What follows belongs to an exercise in optimizing a design on an open flow for small area; a production flow would make more cautious choices. Function was checked by simulation only, so behaviour that the tests miss may differ from the original.

**design/flow/config.mk**
```make
export PLATFORM = sky130hd
export DESIGN_NAME = stark_core
export DESIGN_NICKNAME = stark_core
export VERILOG_FILES = /design/flow/design.v
export SDC_FILE = /design/flow/constraint.sdc
export NUM_CORES = 4
export LEC_CHECK = 0
export CAP_MARGIN = 20
export CORE_MARGIN = 2
export CORE_UTILIZATION = 40
export SLEW_MARGIN = 20
```
**design/flow/constraint.sdc**
```tcl
create_clock -name core_clock -period 12.0 [get_ports {clk}]
set_input_delay 2.4000 -clock core_clock [delete_from_list [all_inputs] [get_ports {clk}]]
set_output_delay 2.4000 -clock core_clock [all_outputs]
set_load 0.01 [all_outputs]
```
**design/flow/design.v**
```verilog
module stark_core (
    input  wire        clk,
    input  wire        rst,
    output wire        mem_re,
    output wire [11:0] mem_raddr,
    input  wire [31:0] mem_rdata,
    output reg         mem_we,
    output reg  [11:0] mem_waddr,
    output reg  [31:0] mem_wdata,
    output reg         halted,
    output reg         faulted,
    output reg  [2:0]  fault_code,
    output reg  [31:0] fault_info,
    output wire [31:0] pc,
    output wire [31:0] r0,
    output wire [31:0] r1,
    output wire [31:0] r2,
    output wire [31:0] r3,
    output wire        flag
);
    localparam [31:0] RSV  = 32'd256;
    localparam [31:0] SIZE = 32'd2304;
    localparam [2:0] F_UNREADABLE = 3'd1;
    localparam [2:0] F_UNWRITABLE = 3'd2;
    localparam [2:0] F_UNJUMPABLE = 3'd3;
    localparam [2:0] F_UNKNOWN_OP = 3'd4;
    localparam [2:0] F_DIV_ZERO   = 3'd5;
    localparam [2:0] F_INVALID_RG = 3'd6;
    localparam [2:0] S_REQ  = 3'd0;    
    localparam [2:0] S_DAT  = 3'd1;    
    localparam [2:0] S_EXEC = 3'd2;    
    localparam [2:0] S_DIV  = 3'd3;    
    localparam [2:0] S_DONE = 3'd4;    
    reg [2:0]  state;
    reg [31:0] pc_q;
    reg [31:0] x0, x1, x2, x3;
    reg        flag_q;
    reg [31:0] op_addr;
    reg [7:0]  opcode;
    reg [63:0] ops;           
    reg [3:0]  idx;           
    assign pc   = pc_q;
    assign flag = flag_q;
    assign r0   = x0;
    assign r1   = x1;
    assign r2   = x2;
    assign r3   = x3;
    function [31:0] xsel(input [1:0] i);
        case (i)
            2'd0: xsel = x0;
            2'd1: xsel = x1;
            2'd2: xsel = x2;
            default: xsel = x3;
        endcase
    endfunction
    assign mem_re    = (state == S_REQ) && (pc_q < SIZE);
    assign mem_raddr = pc_q[11:0];
    wire [7:0] in_byte = mem_rdata[7:0];
    wire [2:0] ob_pos  = idx[2:0] - 3'd1;     
    wire [7:0] dec_op = (idx == 4'd0) ? in_byte : opcode;
    reg        dec_valid;
    reg [3:0]  dec_len;
    reg [7:0]  dec_regs;
    always @* begin
        dec_valid = 1'b1;
        dec_len   = 4'd0;
        dec_regs  = 8'b0;
        case (dec_op)
            8'h01:                      begin dec_len = 4'd0; dec_regs = 8'b00000000; end
            8'h10, 8'h18:               begin dec_len = 4'd2; dec_regs = 8'b00000011; end
            8'h11, 8'h19:               begin dec_len = 4'd2; dec_regs = 8'b00000001; end
            8'h12, 8'h1A:               begin dec_len = 4'd3; dec_regs = 8'b00000001; end
            8'h13, 8'h1B, 8'h40:        begin dec_len = 4'd5; dec_regs = 8'b00000001; end
            8'h14:                      begin dec_len = 4'd5; dec_regs = 8'b00010000; end
            8'h15:                      begin dec_len = 4'd5; dec_regs = 8'b00000000; end
            8'h16:                      begin dec_len = 4'd6; dec_regs = 8'b00000000; end
            8'h17:                      begin dec_len = 4'd8; dec_regs = 8'b00000000; end
            8'h20, 8'h21, 8'h30, 8'h32: begin dec_len = 4'd1; dec_regs = 8'b00000001; end
            8'h31, 8'h33:               begin dec_len = 4'd4; dec_regs = 8'b00000000; end
            8'h50, 8'h52, 8'h55, 8'h57: begin dec_len = 4'd3; dec_regs = 8'b00000111; end
            8'h51, 8'h53, 8'h56, 8'h58: begin dec_len = 4'd6; dec_regs = 8'b00100001; end
            8'h54, 8'h59:               begin dec_len = 4'd6; dec_regs = 8'b00110000; end
            default:                    dec_valid = 1'b0;
        endcase
    end
    wire [7:0] b1 = ops[7:0];
    wire [7:0] b2 = ops[15:8];
    wire [7:0] b3 = ops[23:16];
    wire [7:0] b4 = ops[31:24];
    wire [7:0] b5 = ops[39:32];
    wire [7:0] b6 = ops[47:40];
    wire [7:0] b7 = ops[55:48];
    wire [7:0] b8 = ops[63:56];
    wire [31:0] addr_a   = {b4, b3, b2, b1};    
    wire [31:0] imm_ri8  = {24'd0, b2};         
    wire [31:0] imm_ri16 = {16'd0, b3, b2};     
    wire [31:0] imm_ri32 = {b5, b4, b3, b2};    
    wire [31:0] imm_ai8  = {24'd0, b5};         
    wire [31:0] imm_ai16 = {16'd0, b6, b5};     
    wire [31:0] imm_ai32 = {b8, b7, b6, b5};    
    wire [31:0] imm_ir   = {b4, b3, b2, b1};    
    wire [31:0] xb1 = xsel(b1[1:0]);
    wire [31:0] xb2 = xsel(b2[1:0]);
    wire [31:0] xb5 = xsel(b5[1:0]);
    reg [31:0] alu_a, alu_b;
    reg [1:0]  alu_d;
    always @* begin
        case (opcode)
            8'h50, 8'h52, 8'h55, 8'h57: begin alu_a = xb1;    alu_b = xb2;      alu_d = b3[1:0]; end
            8'h51, 8'h53, 8'h56, 8'h58: begin alu_a = xb1;    alu_b = imm_ri32; alu_d = b6[1:0]; end
            default:                    begin alu_a = imm_ir; alu_b = xb5;      alu_d = b6[1:0]; end
        endcase
    end
    reg [31:0] st_addr, st_val;
    always @* begin
        case (opcode)
            8'h14:   begin st_addr = addr_a; st_val = xb5;      end
            8'h15:   begin st_addr = addr_a; st_val = imm_ai8;  end
            8'h16:   begin st_addr = addr_a; st_val = imm_ai16; end
            8'h17:   begin st_addr = addr_a; st_val = imm_ai32; end
            8'h18:   begin st_addr = xb1;    st_val = xb2;      end
            8'h19:   begin st_addr = xb1;    st_val = imm_ri8;  end
            8'h1A:   begin st_addr = xb1;    st_val = imm_ri16; end
            default: begin st_addr = xb1;    st_val = imm_ri32; end
        endcase
    end
    wire        st_ok   = (st_addr > RSV) && (st_addr < SIZE - 32'd3);
    wire [31:0] st_fail = ((st_addr <= RSV) || (st_addr >= SIZE)) ? st_addr : SIZE;
    wire [31:0] jmp_t     = (opcode == 8'h30 || opcode == 8'h32) ? xb1 : addr_a;
    wire        jmp_taken = (opcode == 8'h30 || opcode == 8'h31) || !flag_q;
    wire        jmp_ok    = (jmp_t > RSV) && (jmp_t < SIZE);
    reg [31:0] div_quo, div_rem, div_den;
    reg [1:0]  div_dst;
    reg [5:0]  div_cnt;
    wire [32:0] div_shift = {div_rem, div_quo[31]};
    wire [33:0] div_diff  = {1'b0, div_shift} - {2'b00, div_den};
    reg        rf_we;
    reg [1:0]  rf_wi;
    reg [31:0] rf_wv;
    always @* begin
        rf_we = 1'b0;
        rf_wi = b1[1:0];
        rf_wv = 32'd0;
        if (state == S_EXEC) begin
            case (opcode)
                8'h10: begin rf_we = 1'b1; rf_wv = xb2;      end
                8'h11: begin rf_we = 1'b1; rf_wv = imm_ri8;  end
                8'h12: begin rf_we = 1'b1; rf_wv = imm_ri16; end
                8'h13: begin rf_we = 1'b1; rf_wv = imm_ri32; end
                8'h20: begin rf_we = 1'b1; rf_wv = xb1 + 32'd1; end
                8'h21: begin rf_we = 1'b1; rf_wv = xb1 - 32'd1; end
                8'h50, 8'h51:        begin rf_we = 1'b1; rf_wi = alu_d; rf_wv = alu_a + alu_b; end
                8'h52, 8'h53, 8'h54: begin rf_we = 1'b1; rf_wi = alu_d; rf_wv = alu_a - alu_b; end
                8'h55, 8'h56:        begin rf_we = 1'b1; rf_wi = alu_d; rf_wv = alu_a * alu_b; end
                default: ;
            endcase
        end else if (state == S_DIV && div_cnt == 6'd32) begin
            rf_we = 1'b1;
            rf_wi = div_dst;
            rf_wv = div_quo;
        end
    end
    always @(posedge clk) begin
        if (rst) begin
            x0 <= 32'd0;
            x1 <= 32'd0;
            x2 <= 32'd0;
            x3 <= 32'd0;
        end else if (rf_we) begin
            case (rf_wi)
                2'd0: x0 <= rf_wv;
                2'd1: x1 <= rf_wv;
                2'd2: x2 <= rf_wv;
                default: x3 <= rf_wv;
            endcase
        end
    end
    always @* begin
        mem_we    = (state == S_EXEC) && (opcode >= 8'h14) && (opcode <= 8'h1B) && st_ok;
        mem_waddr = st_addr[11:0];
        mem_wdata = st_val;
    end
    always @(posedge clk) begin
        if (rst) begin
            state      <= S_REQ;
            pc_q       <= RSV;
            flag_q     <= 1'b0;
            idx        <= 4'd0;
            halted     <= 1'b0;
            faulted    <= 1'b0;
            fault_code <= 3'd0;
            fault_info <= 32'd0;
        end else begin
            case (state)
                S_REQ: begin
                    if (pc_q >= SIZE) begin
                        if (idx == 4'd0) begin
                            halted <= 1'b1;           
                        end else begin
                            faulted    <= 1'b1;
                            fault_code <= F_UNREADABLE;
                            fault_info <= SIZE;
                        end
                        state <= S_DONE;
                    end else begin
                        if (idx == 4'd0)
                            op_addr <= pc_q;
                        state <= S_DAT;
                    end
                end
                S_DAT: begin
                    pc_q <= pc_q + 32'd1;
                    if (idx == 4'd0) begin
                        opcode <= in_byte;
                        if (!dec_valid) begin
                            faulted    <= 1'b1;
                            fault_code <= F_UNKNOWN_OP;
                            fault_info <= {24'd0, in_byte};
                            state      <= S_DONE;
                        end else if (dec_len == 4'd0) begin
                            state <= S_EXEC;
                        end else begin
                            idx   <= 4'd1;
                            state <= S_REQ;
                        end
                    end else begin
                        ops[ob_pos * 8 +: 8] <= in_byte;
                        if (dec_regs[ob_pos] && (in_byte >= 8'd4)) begin
                            faulted    <= 1'b1;
                            fault_code <= F_INVALID_RG;
                            fault_info <= {24'd0, in_byte};
                            state      <= S_DONE;
                        end else if (idx == dec_len) begin
                            state <= S_EXEC;
                        end else begin
                            idx   <= idx + 4'd1;
                            state <= S_REQ;
                        end
                    end
                end
                S_EXEC: begin
                    idx   <= 4'd0;
                    state <= S_REQ;
                    case (opcode)
                        8'h01: begin
                            halted <= 1'b1;
                            state  <= S_DONE;
                        end
                        8'h14, 8'h15, 8'h16, 8'h17,
                        8'h18, 8'h19, 8'h1A, 8'h1B: begin
                            if (!st_ok) begin
                                faulted    <= 1'b1;
                                fault_code <= F_UNWRITABLE;
                                fault_info <= st_fail;
                                state      <= S_DONE;
                            end
                        end
                        8'h30, 8'h31, 8'h32, 8'h33: begin
                            if (jmp_taken) begin
                                if (jmp_ok) begin
                                    pc_q <= jmp_t;
                                end else begin
                                    faulted    <= 1'b1;
                                    fault_code <= F_UNJUMPABLE;
                                    fault_info <= jmp_t;
                                    state      <= S_DONE;
                                end
                            end
                        end
                        8'h40: flag_q <= (xb1 == imm_ri32);
                        8'h57, 8'h58, 8'h59: begin
                            if (alu_b == 32'd0) begin
                                faulted    <= 1'b1;
                                fault_code <= F_DIV_ZERO;
                                fault_info <= op_addr;
                                state      <= S_DONE;
                            end else begin
                                div_quo <= alu_a;
                                div_rem <= 32'd0;
                                div_den <= alu_b;
                                div_dst <= alu_d;
                                div_cnt <= 6'd0;
                                state   <= S_DIV;
                            end
                        end
                        default: ;
                    endcase
                end
                S_DIV: begin
                    if (!div_diff[33]) begin
                        div_rem <= div_diff[31:0];
                        div_quo <= {div_quo[30:0], 1'b1};
                    end else begin
                        div_rem <= div_shift[31:0];
                        div_quo <= {div_quo[30:0], 1'b0};
                    end
                    div_cnt <= div_cnt + 6'd1;
                    if (div_cnt == 6'd32)
                        state <= S_REQ;
                end
                default: ;    
            endcase
        end
    end
endmodule
```
**design/flow/run.sh**
```bash
#!/bin/bash
# synth_recipe.tcl (not shown) runs the flow's synth.tcl, then flattens the netlist and writes it again
# the make line also repeats each setting of config.mk as NAME=value (left out here)
make -C /OpenROAD-flow-scripts/flow DESIGN_CONFIG=/design/flow/config.mk WORK_HOME=/design/flow/orfs CLKGATE_MAP_FILE= SYNTH_SCRIPT=/design/flow/synth_recipe.tcl finish
```
==> impl_metrics.tcl <==
set metrics [dict create \
    boundaryPins 290 \
    yosysUniqueCellTypes 86 \
    worst_pin_slew_ns 1.12 \
    nNetsFinal 5941 \
    dp_cells 6697 \
    slew_headroom_pct 23.4 \
    worst_ep_required_time_ns 12.56 \
    yosys-top-cells-area "sky130_fd_sc_hd__fa_1, sky130_fd_sc_hd__edfxtp_1, sky130_fd_sc_hd__dfxtp_1" \
    powerDensity_nw_per_um2 78.2 \
    area_of_the_multi_input_gates_sq_um 30800 \
    detail_route.wl_per_cell_microns 27.9 \
    tns_ns 0 \
    timing.final.setup_violations 0 \
    clkSinkCount 413 \
    async_reset_ff_share_pct 0 \
    crit_path_top_delay_cell "sky130_fd_sc_hd__mux2i_2" \
    outcome "timing/DRC/antenna clean" \
    die_ar_sq_um 114000 \
    place.detailed.hpwl_microns 145000 \
    maxCapViolCount 0 \
    finalMaxSlewViolations 0 \
    totalWireLength_microns 190000 \
    critical-path-max-stage-delay_ns 0.86 \
    num_rows 122 \
    placer_congestion 1.07 \
    instances_no_fill 6793 \
    worst_clock_skew_ns 0.0493 \
    post_dp_cell_area_sq_um 49400 \
    postSynthAreaPerCell_sq_um 8.75 \
    synth_nets 5780 \
    unrepaired_setup_endpoints_after_global_routing "no" \
    cts_made_buffers 49 \
    sequential_cell_area_sq_um 10300 \
    grt_pass1_wl_microns 277000 \
    post_route_cells_drive_above_1_share_pct 8.11 \
    final-hold-violation-count 0 \
    grt_util_all_layers_pct 33.1 \
    cts_tree "done" \
    timing.critical_path.from_type "flip-flop" \
    ys_ff_latch 413 \
    die_height_microns 338 \
    worstSetupEndpointType "flip-flop" \
    clock_tree.buffer_depth 3 \
    cts_root_buf "sky130_fd_sc_hd__clkbuf_16" \
    area_delta_synth_final_pct 14.4 \
    floorplan.core_area_sq_um 111000 \
    yosysTopAreaCellShare_pct 18.4 \
    critical-path-top-cell-by-count "sky130_fd_sc_hd__fa_1" \
    buffer_ports.inserted 265 \
    initial_utilization_pct 40.3 \
    worst_setup_sp "opcode[2]" \
    crit_fanout 15 \
    cellLeakagePower_uw 0.0214 \
    worstSetupPathType "flip-flop to flip-flop" \
    layout_min_cycle_time_ns 11.55 \
    total_standard_cell_area_after_synthesis_sq_um 44600 \
    largest_register_ffs 64 \
    detail_route.iter0.violations 5188 \
    fillers 10700 \
    drc_errors 0 \
    worst-endpoint-arrival_ns 12.11 \
    clk_latency_ns 0.64 \
    cell_area_after_layout_sq_um 51100 \
    number_of_global_route_vias_before_repair 39900 \
    synth_enable_flop_cells 208 \
    vias_after_detailed_routing 41100 \
    synth.yosys.warnings 1 \
    yosys.area.top_type "sky130_fd_sc_hd__fa_1" \
    regMostFlops "ops" \
    chipWidth_microns 338 \
    fmax_mhz 86.6 \
    holdCritStartpoint "fault_info[23]" \
    drt-vias-per-instance 6.05 \
    grt_max_degree 84 \
    total_power_uw 4000 \
    grt_overflow 0 \
    clock_transition_at_the_registers_of_the_reported_paths_ns 0.06 \
    antenna_violations_before_repair 5 \
    post_cts_hold_buffer_count 0 \
    ir_drop_uv 96.6 \
    ys.flop_type "sky130_fd_sc_hd__edfxtp_1" \
    netlist_instances 5100 \
    cts_htree_levels 2 \
    ys_seq_area_share_pct 23.2 \
    pre_repair_dr_iteration_count 10 \
    post-cts-setup-buffer-count 0 \
    worst_hold_path_type "flip-flop to flip-flop" \
    reg2reg_from "opcode[2]" \
    count_of_cells_resized_by_post_cts_repair 0 \
    drtAntennaViolNets 0 \
    fin_crit_sh_pct 96.2 \
]
-- placed cells by master, fill, tap and decap left out, types with 30 or more instances in the layout --
master | synthesis | final
sky130_fd_sc_hd__a211oi_1 | 71 | 70
sky130_fd_sc_hd__xor2_1 | 78 | 78
sky130_fd_sc_hd__nor2_1 | 702 | 695
sky130_fd_sc_hd__nor3_1 | 94 | 91
sky130_fd_sc_hd__o21ai_0 | 213 | 211
sky130_fd_sc_hd__dfxtp_1 | 205 | 205
sky130_fd_sc_hd__a22oi_1 | 46 | 46
sky130_fd_sc_hd__nor4_1 | 40 | 38
sky130_fd_sc_hd__inv_1 | 575 | 575
sky130_fd_sc_hd__xnor2_1 | 128 | 128
sky130_fd_sc_hd__a21oi_1 | 318 | 318
sky130_fd_sc_hd__a22o_1 | 91 | 91
sky130_fd_sc_hd__ha_1 | 235 | 235
sky130_fd_sc_hd__a222oi_1 | 30 | 30
sky130_fd_sc_hd__fa_1 | 411 | 411
sky130_fd_sc_hd__buf_4 | 14 | 178
sky130_fd_sc_hd__mux4_2 | 96 | 96
sky130_fd_sc_hd__and3_1 | 34 | 34
sky130_fd_sc_hd__clkdlybuf4s50_1 | 0 | 264
sky130_fd_sc_hd__clkbuf_16 | 0 | 52
sky130_fd_sc_hd__a221o_1 | 31 | 31
sky130_fd_sc_hd__o21a_1 | 32 | 32
sky130_fd_sc_hd__nand2_1 | 461 | 459
sky130_fd_sc_hd__a21o_1 | 69 | 69
sky130_fd_sc_hd__nand3_1 | 87 | 86
sky130_fd_sc_hd__edfxtp_1 | 208 | 208
sky130_fd_sc_hd__mux2i_1 | 120 | 110
-- report_power, final --
group	total, uW	switching (uW)	internal [uW]
registers	1550	33.5	1520
clock network	1600	677	923
logic	842	550	291
total	4000	1260	2730
-- path summary, 6_finish.rpt --
kind	to	slack (ns)	cells past startpoint
max	x1[31]	0.45	31
max reg2reg	x1[31]	0.45	31
min reg2reg	fault_info[23]	0.45	2
min	fault_info[23]	0.45	2
-- per-layer routing --
metal	track usage (%)	wire length, microns	vias up
met5	0	46	-
met4	19.8	13900	6
met3	6.67	19700	542
met2	50.6	82700	2416
met1	43.5	73300	20300
li1	-	-	17900
-- layout make-up --
type                    instances  share of cell area, %
multi-input cells            3749                   60.3
clock inverters                19                  0.411
well taps                    1488                   3.64
inverters                     599                   4.40
clock buffers                  73                   2.90
flip-flops and latches        413                   20.3
diodes                          3                 0.0147
repair buffers                449                   8.05
-- logic make-up after synthesis --
logic type | Yosys count | synth area share, %
XOR/XNOR | 211 | 4.29
flip-flops | 413 | 23.2
adder cells (fa/ha/maj) | 646 | 25.0
AO/OA/AOI/OAI | 1096 | 16.3
buffers and inverters | 938 | 8.18
multiplexers | 228 | 7.84
AND/OR/NAND/NOR | 1568 | 15.2
-- synthesized netlist by cell type, drive strengths merged, types with 31 or more instances --
master and count:
a21o 69, a22oi 47, buf 69, inv 577, and3 34, edfxtp 208, a22o 91, nand3 88
fa 411, mux4 96, a211oi 71, o21ai 217, nand2 461, a21oi 318, a221o 31, o21a 32
clkbuf 270, mux2i 120, xor2 78, ha 235, xnor2 128, nor2 702, dfxtp 205, nor3 94
nor4 40
-- through the flow --
step	hold WS (ns)	utilization [%]	setup slack [ns]
global route	0.470	46.2	0.128
detailed placement	0.444	44.6	0.862
finish	0.452	46.2	0.452
CTS	0.452	46.1	0.784
floorplan	0.467	-	2.31
global placement	0.441	44.6	0.861
-- critical path: cells and delay by family (launching register included) --
family / cells / cell delay [ns]
adders and majority gates: 9 / 4.04
DFF: 1 / 0.77
buffers and inverters: 6 / 0.91
and+or+nand+nor: 5 / 1.27
muxes: 1 / 0.86
AOI/OAI and AO/OA: 9 / 3.03
xor gates and xnor gates: 1 / 0.53

afterwards: timing with drivers on the ports:
In the flow no input, the clock included, has a driving cell. The finished layout below was timed again as built, in two steps.
Step 1 sets driving cells, clkbuf_16 on the clock port and buf_2 on the other inputs (assumed; they add their load-dependent delay and slew).
Step 2 moves the port delays by t, midway between the first and last clock arrival at a register: inputs arrive t later, outputs are due t later. That takes back most of the time a late clock gives input paths.
a / b / c = ideal ports / drivers / drivers and shift; a / b = the first two.
t, ns: 0.699
setup slack, ns: 0.452 / 0.452 / 0.452
worst setup path after step 2: register to register
After both steps setup and hold are still met in this run. For this run, drivers alone change the setup slack by 0.000 ns; drivers and shift together by 0.000 ns.
